Background: an optimization exercise with open tools, aiming at small area, a short achievable clock period and few clock cycles. Do not read the settings as production practice. In this exercise RTL edits were held to simulation tests only and were not proved equivalent to the original. Power figures rest on the tool's default switching activity, not on a simulated workload.

## garnet
==> flow/design.v (excerpt) <==
module css_descramble (
    input  wire        clk,
    input  wire        rst,          
    input  wire        in_valid,
    output wire        in_ready,
    input  wire [31:0] in_data,
    input  wire [39:0] in_key,       
    input  wire [7:0]  in_cmi,
    output wire        out_valid,
    input  wire        out_ready,
    output wire [31:0] out_data
);
Settings: LEC_CHECK=0, CAP_MARGIN=20, CORE_MARGIN=2, CORE_UTILIZATION=70, CTS_BUF_LIST=sky130_fd_sc_hd__clkbuf_4 sky130_fd_sc_hd__clkbuf_8, PLACE_DENSITY=0.85, SETUP_SLACK_MARGIN=3.4, SLEW_MARGIN=20; clock period 6.0 ns.
standard.sh (not shown) runs the stock make flow with config.mk's settings and CLKGATE_MAP_FILE= SYNTH_SCRIPT=/design/flow/synth_recipe.tcl, a recipe that flattens the netlist after the stock synthesis.
==> flow/flow/run.sh <==
#!/bin/bash
# Layout flow: the standard ORFS flow (standard.sh), with extra ORFS settings passed
# to make:
#  - the port buffers that buffer_ports puts on every input and output are
#    sky130_fd_sc_hd__buf_1 instead of the cell it picks by default (clkdlybuf4s50_1);
#  - if flow/abc.script exists, Yosys's ABC technology mapping uses it in place of ORFS's
#    abc_speed.script: ORFS's scripts folder is copied here (scripts_local/) with only that
#    file replaced. Synthesis is otherwise ORFS's and the standard flow's own (synth_recipe.tcl);
#    ABC maps only combinational logic, so the registers are the standard synthesis's;
#  - any further make settings listed one per line in flow/extra.txt.
# make's full output goes to flow_make.log here; each ORFS step keeps its own log under
# orfs/logs/.
set -euo pipefail
EXTRA=(
  "BUFFER_PORTS_ARGS=-buffer_cell sky130_fd_sc_hd__buf_1"
)
if [[ -f flow/abc.script ]]; then
  rm -rf scripts_local
  cp -r "$FLOW_HOME/scripts" scripts_local
  cp flow/abc.script scripts_local/abc_speed.script
  EXTRA+=("SCRIPTS_DIR=$PWD/scripts_local")
fi
if [[ -f flow/extra.txt ]]; then
  while IFS= read -r line; do
    [[ -n "$line" ]] && EXTRA+=("$line")
  done < flow/extra.txt
fi
bash standard.sh "${EXTRA[@]}" finish > flow_make.log 2>&1
==> flow/flow/abc.script <==
&get -n
&st
&dch
&nf
&st
&syn2
&if -g -K 6
&synch2
&nf
&put
garnet was carried through to the last stage, and its layout satisfied the timing, design-rule and antenna checks.
Testbench counts of garnet, summed over its fixed seeds: cycles 32,776.
Input-level comparison between fjord and garnet:
# garnet
export LEC_CHECK = 0
export CAP_MARGIN = 20
export CORE_MARGIN = 2
export CORE_UTILIZATION = 70
export CTS_BUF_LIST = sky130_fd_sc_hd__clkbuf_4 sky130_fd_sc_hd__clkbuf_8
export PLACE_DENSITY = 0.85
export SETUP_SLACK_MARGIN = 3.4
export SLEW_MARGIN = 20
create_clock -name core_clock -period 6.0 [get_ports {clk}]
# fjord
export LEC_CHECK = 0
export CAP_MARGIN = 20
export CORE_MARGIN = 2
export CORE_UTILIZATION = 70
export CTS_BUF_LIST = sky130_fd_sc_hd__clkbuf_4
export GPL_ROUTABILITY_DRIVEN = 0
export GPL_TIMING_DRIVEN = 0
export PLACE_DENSITY = 0.85
export SETUP_SLACK_MARGIN = 3.4
export SLEW_MARGIN = 20
create_clock -name core_clock -period 6.0 [get_ports {clk}]
removed: flow/flow/abc.script
Results
- Final cell count: fjord > garnet
- Sort garnet and fjord by slack of the worst reg-to-reg path, descending, and fjord comes first.
- Routed wire length grows by more than 10% when moving from garnet to fjord.
- Fraction of area in multi-input gates is higher on fjord
- Diff garnet -> fjord | met3 usage | increase of 1.6 points
- Diff garnet -> fjord: simple-gate share of the synthesized area went up 0.64 points, area overhead of the layout relative to synthesis went down 2.4 points.
Edits applied to the flow inputs when going from fjord to maple:
# fjord
export LEC_CHECK = 0
export CAP_MARGIN = 20
export CORE_MARGIN = 2
export CORE_UTILIZATION = 70
export CTS_BUF_LIST = sky130_fd_sc_hd__clkbuf_4
export GPL_ROUTABILITY_DRIVEN = 0
export GPL_TIMING_DRIVEN = 0
export PLACE_DENSITY = 0.85
export SETUP_SLACK_MARGIN = 3.4
export SLEW_MARGIN = 20
create_clock -name core_clock -period 6.0 [get_ports {clk}]
# maple
export LEC_CHECK = 0
export CAP_MARGIN = 20
export CORE_MARGIN = 2
export CORE_UTILIZATION = 70
export CTS_BUF_LIST = sky130_fd_sc_hd__clkbuf_4
export PLACE_DENSITY = 0.85
export SETUP_SLACK_MARGIN = 3.4
export SLEW_MARGIN = 20
create_clock -name core_clock -period 6.0 [get_ports {clk}]
Notes after the runs:
- maple vs fjord: register-to-register slack up in maple
- Est. power | maple vs fjord | maple lower
- Relative to fjord, global-route wire length before repair decreased by 6.8% in maple.
- The area of the multi-input gates of fjord and that of maple are within noise of each other.
- Remaining max-slew budget at the tightest pin, fjord and maple: higher on fjord
- From fjord to maple the numbers moved as follows: non-clock buffer count fell by 12; net switching fraction of the power stayed essentially flat; share of cells above drive strength 1 rose by 0.19 points.
- Taking maple as 1.0, fjord lands at 1.12 on clock power.
- Sum of net half-perimeters after detailed placement, fjord and maple: larger value in fjord
diff inputs: maple => zinc
# maple
export LEC_CHECK = 0
export CAP_MARGIN = 20
export CORE_MARGIN = 2
export CORE_UTILIZATION = 70
export CTS_BUF_LIST = sky130_fd_sc_hd__clkbuf_4
export PLACE_DENSITY = 0.85
export SETUP_SLACK_MARGIN = 3.4
export SLEW_MARGIN = 20
create_clock -name core_clock -period 6.0 [get_ports {clk}]
# zinc
export LEC_CHECK = 0
export CAP_MARGIN = 20
export CORE_MARGIN = 2
export CORE_UTILIZATION = 70
export CTS_BUF_LIST = sky130_fd_sc_hd__clkbuf_4
export PLACE_DENSITY = 0.85
export SETUP_SLACK_MARGIN = 3.3
export SLEW_MARGIN = 20
create_clock -name core_clock -period 6.0 [get_ports {clk}]
zinc gives more number of cells on the critical path than maple did.
Summary of the comparison: sequential cell area share is higher in zinc, relative to maple.
Lower final area was reported by zinc, not maple.
Compared with maple, zinc shows achievable frequency that has gone down by a few percent.
Reported for maple and zinc, number of distinct library cells after synthesis turned out identical to the last digit.
Modified inputs, ember compared to zinc
# zinc
export LEC_CHECK = 0
export CAP_MARGIN = 20
export CORE_MARGIN = 2
export CORE_UTILIZATION = 70
export CTS_BUF_LIST = sky130_fd_sc_hd__clkbuf_4
export PLACE_DENSITY = 0.85
export SETUP_SLACK_MARGIN = 3.3
export SLEW_MARGIN = 20
create_clock -name core_clock -period 6.0 [get_ports {clk}]
# ember
export LEC_CHECK = 0
export CAP_MARGIN = 20
export CORE_MARGIN = 2
export CORE_UTILIZATION = 65
export CTS_BUF_LIST = sky130_fd_sc_hd__clkbuf_4 sky130_fd_sc_hd__clkbuf_8
export CTS_CLUSTER_DIAMETER = 60
export CTS_CLUSTER_SIZE = 40
export PLACE_DENSITY = 0.8
export SETUP_SLACK_MARGIN = 3.4
export SLEW_MARGIN = 20
create_clock -name core_clock -period 6.0 [get_ports {clk}]
### Flow results
ember | status: complete | timing, DRC, antenna: pass
zinc closes out successfully: all stages finished, all timing, DRC and antenna checks passed.
The maximum vdd drop on zinc is in line with that on ember.
Portion of total power attributed to combinational logic for ember: 1.0 points down relative to zinc
ember ended with more wire length than zinc.
Run comparison: zinc cell at the slowest stage of the critical path nor4_1; ember cell at the slowest stage of the critical path buf_6
Going from zinc to ember, critical path depth shrinks by 2.
Diff zinc -> ember: buffer and inverter count on the worst path moved up, hold slack moved up.
Delta (ember minus zinc): non-clock buffer count now smaller, sequential group share of total power decreased 4.2 points.
In the reports for zinc and ember, the larger well tap count belongs to ember.

-- re-timing with driven ports --
The flow's constraints put no driver on any port. The routed layouts listed below were extracted and timed again, unchanged, in two steps. Step 1, drivers: a clkbuf_16 drives clk and a buf_2 each remaining input, both assumed. Step 2, shift: input delay + t, output delay - t, t = (earliest + latest rising clock arrival at the registers) / 2. This alone moves slack from input paths to output paths. a / b / c = no drivers / after step 1 / after step 2; a / b = the first two.
run | t, ns | setup slack, ns | worst setup path after step 2
garnet | 0.504 | 3.295 / 3.295 / 2.932 | input to register
fjord | 0.609 | 3.295 / 3.261 / 2.912 | input to register
maple | 0.589 | 3.396 / 3.364 / 2.910 | input to register
zinc | 0.609 | 3.300 / 3.313 / 2.703 | input to register
ember | 0.489 | 3.394 / 3.361 / 3.022 | input to register
After both steps every run listed still meets setup and hold. The setup slack of zinc, which loses most, moves by +0.013 ns with the drivers and by -0.597 ns with both steps.
